Background: an optimization exercise with open tools, aiming at small area, a short achievable clock period and few clock cycles per item. Do not read the settings as production practice. No activity file was given, so power comes from the tool's default toggle rates.

Setup of build 57:
==> flow/design.v <==
module ble_sync_correlator (
    input  wire [31:0] window,    
    input  wire [31:0] aa,
    output wire [4:0]  ge
);
    wire [31:0] d;
    genvar k;
    generate
        for (k = 0; k < 32; k = k + 1) begin : g_d
            assign d[k] = window[k] ^ aa[31 - k];
        end
    endgenerate
    wire [1:0] p [0:15];
    generate
        for (k = 0; k < 16; k = k + 1) begin : g_p
            assign p[k] = {d[2*k] & d[2*k+1], d[2*k] | d[2*k+1]};
        end
    endgenerate
    wire [3:0] q [0:7];
    generate
        for (k = 0; k < 8; k = k + 1) begin : g_q
            ble_therm_merge #(.W(2)) u_m (.a({3'd0, p[2*k]}), .b({3'd0, p[2*k+1]}), .c(q[k]));
        end
    endgenerate
    wire [4:0] o [0:3];
    generate
        for (k = 0; k < 4; k = k + 1) begin : g_o
            ble_therm_merge #(.W(5)) u_m (.a({1'b0, q[2*k]}), .b({1'b0, q[2*k+1]}), .c(o[k]));
        end
    endgenerate
    wire [4:0] h0, h1;
    ble_therm_merge #(.W(5)) u_h0 (.a(o[0]), .b(o[1]), .c(h0));
    ble_therm_merge #(.W(5)) u_h1 (.a(o[2]), .b(o[3]), .c(h1));
    ble_therm_merge #(.W(5)) u_t  (.a(h0), .b(h1), .c(ge));
endmodule
module ble_therm_merge #(parameter W = 5) (
    input  wire [4:0]   a,
    input  wire [4:0]   b,
    output wire [W-1:0] c
);
    wire [5:0] ax = {a, 1'b1};    
    wire [5:0] bx = {b, 1'b1};
    genvar n, i;
    generate
        for (n = 1; n <= W; n = n + 1) begin : g_n
            wire [n:0] t;
            for (i = 0; i <= n; i = i + 1) begin : g_i
                assign t[i] = ax[i] & bx[n - i];
            end
            assign c[n-1] = |t;
        end
    endgenerate
endmodule
module ble_rx_deframer (
    input  wire        clk,
    input  wire        rst,             
    input  wire [31:0] cfg_aa,
    input  wire        cfg_phy2m,       
    input  wire [5:0]  cfg_channel,
    input  wire        cfg_whiten,
    input  wire [23:0] cfg_crc_init,
    input  wire        bit_valid,
    input  wire        bit_data,
    input  wire        bit_last,
    output wire        bit_ready,
    output reg         pdu_valid,
    output wire [7:0]  pdu_data,
    output wire        res_valid,
    output wire [11:0] res_flags,
    output wire [15:0] res_sync_pos,
    output wire [31:0] res_aa,
    output wire [15:0] res_hdr,
    output wire [7:0]  res_pdu_len,
    output wire [23:0] res_crc,
    output wire [23:0] res_crc_rx,
    output wire [15:0] res_nbits
);
    reg         ready_r;
    reg         take, data, last;             
    reg         rst_r;                        
    reg  [46:0] hist;                         
    reg         hdr15;
    reg  [31:0] aa_r;
    reg         phy_r, wht_r;
    reg  [15:0] nbits, pos;
    reg         ev, hitr, synced;
    reg  [23:0] crc, sr;
    reg  [6:0]  wh;
    reg  [2:0]  bitcnt;
    reg         hb;
    reg  [7:0]  bc;
    reg         p_hdr, p_pay, p_crc, done;    
    reg         mism, fin;
    reg         rv_r, ge32_r, full_r;
    reg         u;                            
    reg  [4:0]  psum;                         
    reg         o_nsyn, o_f9, o_f8, o_hv, o_ok;  
    assign bit_ready = ready_r;
    wire take_in = bit_valid & ready_r;
    wire synced_any = synced | hitr;
    wire hdr_valid  = ~p_hdr;
    wire clr        = fin & ~done;
    assign res_valid = rv_r;
    wire start = rst_r | rv_r;
    wire full = full_r | (nbits[5] & (nbits[4] | (nbits[3] & ~phy_r)));
    wire [4:0] aa_ge;
    ble_sync_correlator u_corr (
        .window ({hist[30:0], data}),
        .aa     (aa_r),
        .ge     (aa_ge)
    );
    wire       ge32   = ge32_r | nbits[5];
    wire       e_in   = (hist[30] ^ ~u) & ge32;
    wire       e_out  = ((phy_r ? hist[46] : hist[38]) ^ ~u) & full;
    wire       q      = aa_r[0] ^ ~u;
    wire [4:0] lpre   = phy_r ? 5'd16 : 5'd8;
    wire [4:0] pm     = q ? (lpre - psum) : psum;
    wire       hit    = (pm == 5'd0) ? ~aa_ge[4] :
                        (pm == 5'd1) ? ~aa_ge[3] :
                        (pm == 5'd2) ? ~aa_ge[2] :
                        (pm == 5'd3) ? ~aa_ge[1] :
                        (pm == 5'd4) ? ~aa_ge[0] : 1'b0;
    wire [4:0] psum_adj = (e_in & ~e_out) ? psum + 5'd1 :
                          (~e_in & e_out) ? psum - 5'd1 : psum;
    wire        nb_inc = take & ~last;
    wire        ps_inc = ev & ~hitr;
    wire [15:0] nbits_inc, pos_inc;
    genvar gi;
    generate
        for (gi = 0; gi < 16; gi = gi + 1) begin : g_cnt
            assign nbits_inc[gi] = nbits[gi] ^ (nb_inc & ((gi == 0) | &nbits[(gi > 0 ? gi - 1 : 0):0]));
            assign pos_inc[gi]   = pos[gi] ^ (ps_inc & ((gi == 0) | &pos[(gi > 0 ? gi - 1 : 0):0]));
        end
    endgenerate
    wire fbit     = take & synced_any & ~done;
    wire dbit     = data ^ (wht_r & wh[0]);
    wire sin      = dbit & ~clr;
    wire byte_end = fbit & (bitcnt == 3'd7);
    wire [7:0] len = {hist[32], hist[33], hist[34], hist[35], hist[36], hist[37], hist[38], hist[39]};
    wire bc_eq    = (bc == len);
    wire bc_2     = (bc == 8'd2);
    wire in_pdu   = p_hdr | (p_pay & ~bc_eq);
    wire lastbit  = take & last & ~done;      
    wire shift_en = (take | clr) & ~synced_any;
    wire up_en    = synced_any ? ((fbit & p_hdr) | (clr & ~hdr_valid)) : shift_en;
    wire done_next = done | (byte_end & p_crc & bc_2);
    wire crc_fb  = crc[23] ^ dbit;
    wire crc_run = fbit & in_pdu;
    wire crc_sin = clr ? 1'b0 : (crc_run ? crc_fb : crc[23]);
    wire crc_tap = crc_run & crc_fb;
    wire synced_n = ~start & synced_any;
    wire done_n   = ~start & done_next;
    wire p_hdr_n  = start | (p_hdr & ~(byte_end & hb));
    wire mism_n   = (start | ~synced_any) ? 1'b0 :
                    (fbit & ~in_pdu) ? (mism | (crc[23] ^ dbit)) : mism;
    always @(posedge clk) begin
        aa_r   <= cfg_aa;
        phy_r  <= cfg_phy2m;
        wht_r  <= cfg_whiten;
        o_nsyn <= ~synced_n;
        o_f9   <= ~synced_n | done_n;
        o_f8   <= ~(synced_n & done_n);
        o_hv   <= ~p_hdr_n;
        o_ok   <= done_n & ~mism_n;
        if (rst)
            ready_r <= 1'b1;
        else if (take_in & bit_last)
            ready_r <= 1'b0;
        else if (res_valid)
            ready_r <= 1'b1;
        take  <= take_in & ~rst;
        data  <= bit_data;
        last  <= bit_last;
        rst_r <= rst;
        if (shift_en)
            hist[31:0] <= {hist[30:0], data & ~clr};
        if (up_en) begin
            hist[46:33] <= hist[45:32];
            hist[32]    <= synced_any ? sin : hist[31];
            hdr15       <= hist[46];
        end
        nbits  <= start ? 16'd1 : nbits_inc;
        u      <= ~start & (u ^ take);
        ge32_r <= ~start & ge32;
        full_r <= ~start & full;
        if (start | take)
            psum <= start ? 5'd0 : psum_adj;
        pos    <= (start | (clr & ~synced_any)) ? 16'd0 : pos_inc;
        ev     <= ~start & take & full & ~synced_any;
        hitr   <= ~start & take & full & ~synced_any & hit;
        synced <= synced_n;
        if (~synced_any)
            wh <= {1'b1, cfg_channel};
        else if (fbit)
            wh <= {wh[5:0], wh[6] ^ wh[3]};
        if (~synced_any & ~clr)
            crc <= cfg_crc_init;
        else if (fbit | clr)
            crc <= {crc[22:0], crc_sin} ^ ({24{crc_tap}} & 24'h00065A);
        mism <= mism_n;
        if (fbit | clr)
            sr <= {sin, sr[23:1]};
        pdu_valid <= ~rst & ~start & byte_end & in_pdu;
        if (start) begin
            p_hdr <= 1'b1;
            p_pay <= 1'b0;
            p_crc <= 1'b0;
            done  <= 1'b0;
        end else if (byte_end) begin
            if (p_hdr & hb) begin
                p_hdr <= 1'b0;
                p_pay <= 1'b1;
            end
            if (p_pay & bc_eq) begin
                p_pay <= 1'b0;
                p_crc <= 1'b1;
            end
            if (p_crc & bc_2) begin
                p_crc <= 1'b0;
                done  <= 1'b1;
            end
        end
        if (start | lastbit) begin
            bitcnt <= 3'd0;
            bc     <= 8'd0;
        end else if (clr) begin
            {bc[2:0], bitcnt} <= {bc[2:0], bitcnt} + 6'd1;
        end else if (~synced_any) begin
            bitcnt <= 3'd0;
            bc     <= 8'd0;
        end else if (fbit) begin
            bitcnt <= bitcnt + 3'd1;
            if (byte_end & ~p_hdr)
                bc <= (p_pay & bc_eq) ? 8'd1 : bc + 8'd1;
        end
        if (start | ~synced_any)
            hb <= 1'b0;
        else if (byte_end)
            hb <= 1'b1;
        rv_r <= ~rst & ~start & ((((take_in & bit_last) | lastbit) & done_next) |
                                 (clr & (bc[2:0] == 3'd6) & (bitcnt == 3'd6)));
        if (start)
            fin <= 1'b0;
        else if (lastbit)
            fin <= 1'b1;
    end
    genvar g;
    generate
        for (g = 0; g < 32; g = g + 1) begin : g_aa
            assign res_aa[g] = hist[31 - g];
        end
        for (g = 1; g < 16; g = g + 1) begin : g_hdr
            assign res_hdr[g] = hist[47 - g];
        end
        for (g = 0; g < 24; g = g + 1) begin : g_crc
            assign res_crc[g] = crc[23 - g];
        end
    endgenerate
    assign res_hdr[0]   = hdr15;
    assign res_flags    = {synced, o_nsyn, o_f9, o_f8, 4'b0000, o_hv, synced, o_ok, o_ok};
    assign res_sync_pos = pos;
    assign res_pdu_len  = done ? len : {6'd0, hdr_valid, 1'b0};
    assign res_crc_rx   = sr;
    assign res_nbits    = nbits;
    assign pdu_data     = sr[23:16];
endmodule
==> flow/config.mk <==
export PLATFORM = sky130hd
export DESIGN_NAME = ble_rx_deframer
export DESIGN_NICKNAME = ble_rx_deframer
export VERILOG_FILES = /design/flow/design.v
export SDC_FILE = /design/flow/constraint.sdc
export NUM_CORES = 4
export LEC_CHECK = 0
export CAP_MARGIN = 20
export CORE_MARGIN = 2
export CORE_UTILIZATION = 60
export PLACE_DENSITY = 0.75
export SLEW_MARGIN = 20
==> flow/constraint.sdc <==
create_clock -name core_clock -period 8.5 [get_ports {clk}]
set_input_delay 1.7000 -clock core_clock [delete_from_list [all_inputs] [get_ports {clk}]]
set_output_delay 1.7000 -clock core_clock [all_outputs]
set_load 0.01 [all_outputs]
standard.sh (not shown) runs the stock make flow with config.mk's settings and CLKGATE_MAP_FILE= SYNTH_SCRIPT=/design/flow/synth_recipe.tcl, a recipe that flattens the netlist after the stock synthesis.
==> flow/flow/run.sh <==
#!/bin/bash
# Standard ORFS layout (the standard.sh) with: plain buf_1 cells as the
# port buffers, a larger setup margin for the resizer's timing repair, and a
# clock tree of clkbuf_8 buffers without dummy loads.
set -euo pipefail
cd "$(dirname "${BASH_SOURCE[0]}")/.."
export BUFFER_PORTS_ARGS="-buffer_cell sky130_fd_sc_hd__buf_1"
export SETUP_SLACK_MARGIN=5.55
export CTS_ARGS="-sink_clustering_enable -repair_clock_nets -dont_use_dummy_load -buf_list sky130_fd_sc_hd__clkbuf_8 -sink_clustering_size 16 -sink_clustering_max_diameter 60 -root_buf sky130_fd_sc_hd__clkbuf_16 -distance_between_buffers 1000 -branching_point_buffers_distance 1000"
bash standard.sh > standard.log 2>&1
Input changes introduced in build 87 (baseline for comparison: build 57):
--- a/flow/flow/run.sh
+++ b/flow/flow/run.sh
@@ -8,2 +8,2 @@
-export SETUP_SLACK_MARGIN=5.55
-export CTS_ARGS="-sink_clustering_enable -repair_clock_nets -dont_use_dummy_load -buf_list sky130_fd_sc_hd__clkbuf_8 -sink_clustering_size 16 -sink_clustering_max_diameter 60 -root_buf sky130_fd_sc_hd__clkbuf_16 -distance_between_buffers 1000 -branching_point_buffers_distance 1000"
+export SETUP_SLACK_MARGIN=5.45
+export CTS_ARGS="-sink_clustering_enable -repair_clock_nets -dont_use_dummy_load -buf_list sky130_fd_sc_hd__clkbuf_8 -sink_clustering_size 16 -sink_clustering_max_diameter 60"
Findings:
Both conditions hold for build 87: the flow ran to the end and the final layout passed the timing, design-rule and antenna checks.
Build 87 — area share of buffers outside the clock network 0.51 points lower, build 57 as reference
Looking at non-clock buffer count, build 87 sits below build 57.
Sort build 87 and build 57 by number of non-filler instances in the completed layout, ascending, and build 87 comes first.
Between build 87 and build 57, the difference in number of clock buffer instances in the layout is negligible.
Of build 87 and build 57, it is build 87 that has the lower leakage power.
Multi-input gate share of the layout cell area (higher): build 87
Taking build 57 as the reference point, the critical path data arrival time of build 87 rises by 0.07 ns.
--- input diff build 87..build 48 ---
--- a/flow/flow/run.sh
+++ b/flow/flow/run.sh
@@ -9 +9 @@
-export CTS_ARGS="-sink_clustering_enable -repair_clock_nets -dont_use_dummy_load -buf_list sky130_fd_sc_hd__clkbuf_8 -sink_clustering_size 16 -sink_clustering_max_diameter 60"
+export CTS_ARGS="-sink_clustering_enable -repair_clock_nets -dont_use_dummy_load -buf_list sky130_fd_sc_hd__clkbuf_8 -sink_clustering_size 16 -sink_clustering_max_diameter 60 -root_buf sky130_fd_sc_hd__clkbuf_16 -distance_between_buffers 1000 -branching_point_buffers_distance 1000"
Findings:
Critical path capture point: res_pdu_len[6] -> build 87, res_pdu_len[0] -> build 48
Build 87 -> build 48: met3 wirelength from detailed routing increased slightly
On register-to-register path setup slack, build 87 tracks build 48 almost exactly.
Summary of build 48 over build 87: tightest slew margin relative to the limit now sits higher, power per cell area rose 3.3 nW/um^2, number of rows in the core area flat.
Function was not checked in any run of this note: the RTL went through the layout flow alone.

-- afterwards: timing with drivers on the ports --
The flow's constraints put no driver on any port. The routed layouts listed below were extracted and timed again, unchanged, in two steps. Step 1 sets driving cells, clkbuf_16 on the clock port and buf_2 on the other inputs (assumed; they add their load-dependent delay and slew). Step 2 moves the port delays by t, midway between the first and last clock arrival at a register: inputs arrive t later, outputs are due t later. That takes back most of the time a late clock gives input paths. Slacks: ideal ports / drivers / drivers and shift; pairs: ideal ports / drivers.
run	shift t [ns]	slack for setup (ns)	latest minus earliest clock arrival (ns)	worst data-port slew with drivers (ns)
build 57	0.480	5.582 / 5.538 / 5.812	0.071 / 0.071	0.06
build 87	0.519	5.509 / 5.469 / 5.779	0.086 / 0.086	0.06
build 48	0.480	5.539 / 5.494 / 5.765	0.071 / 0.070	0.06
After both steps setup and hold are still met in every run listed.
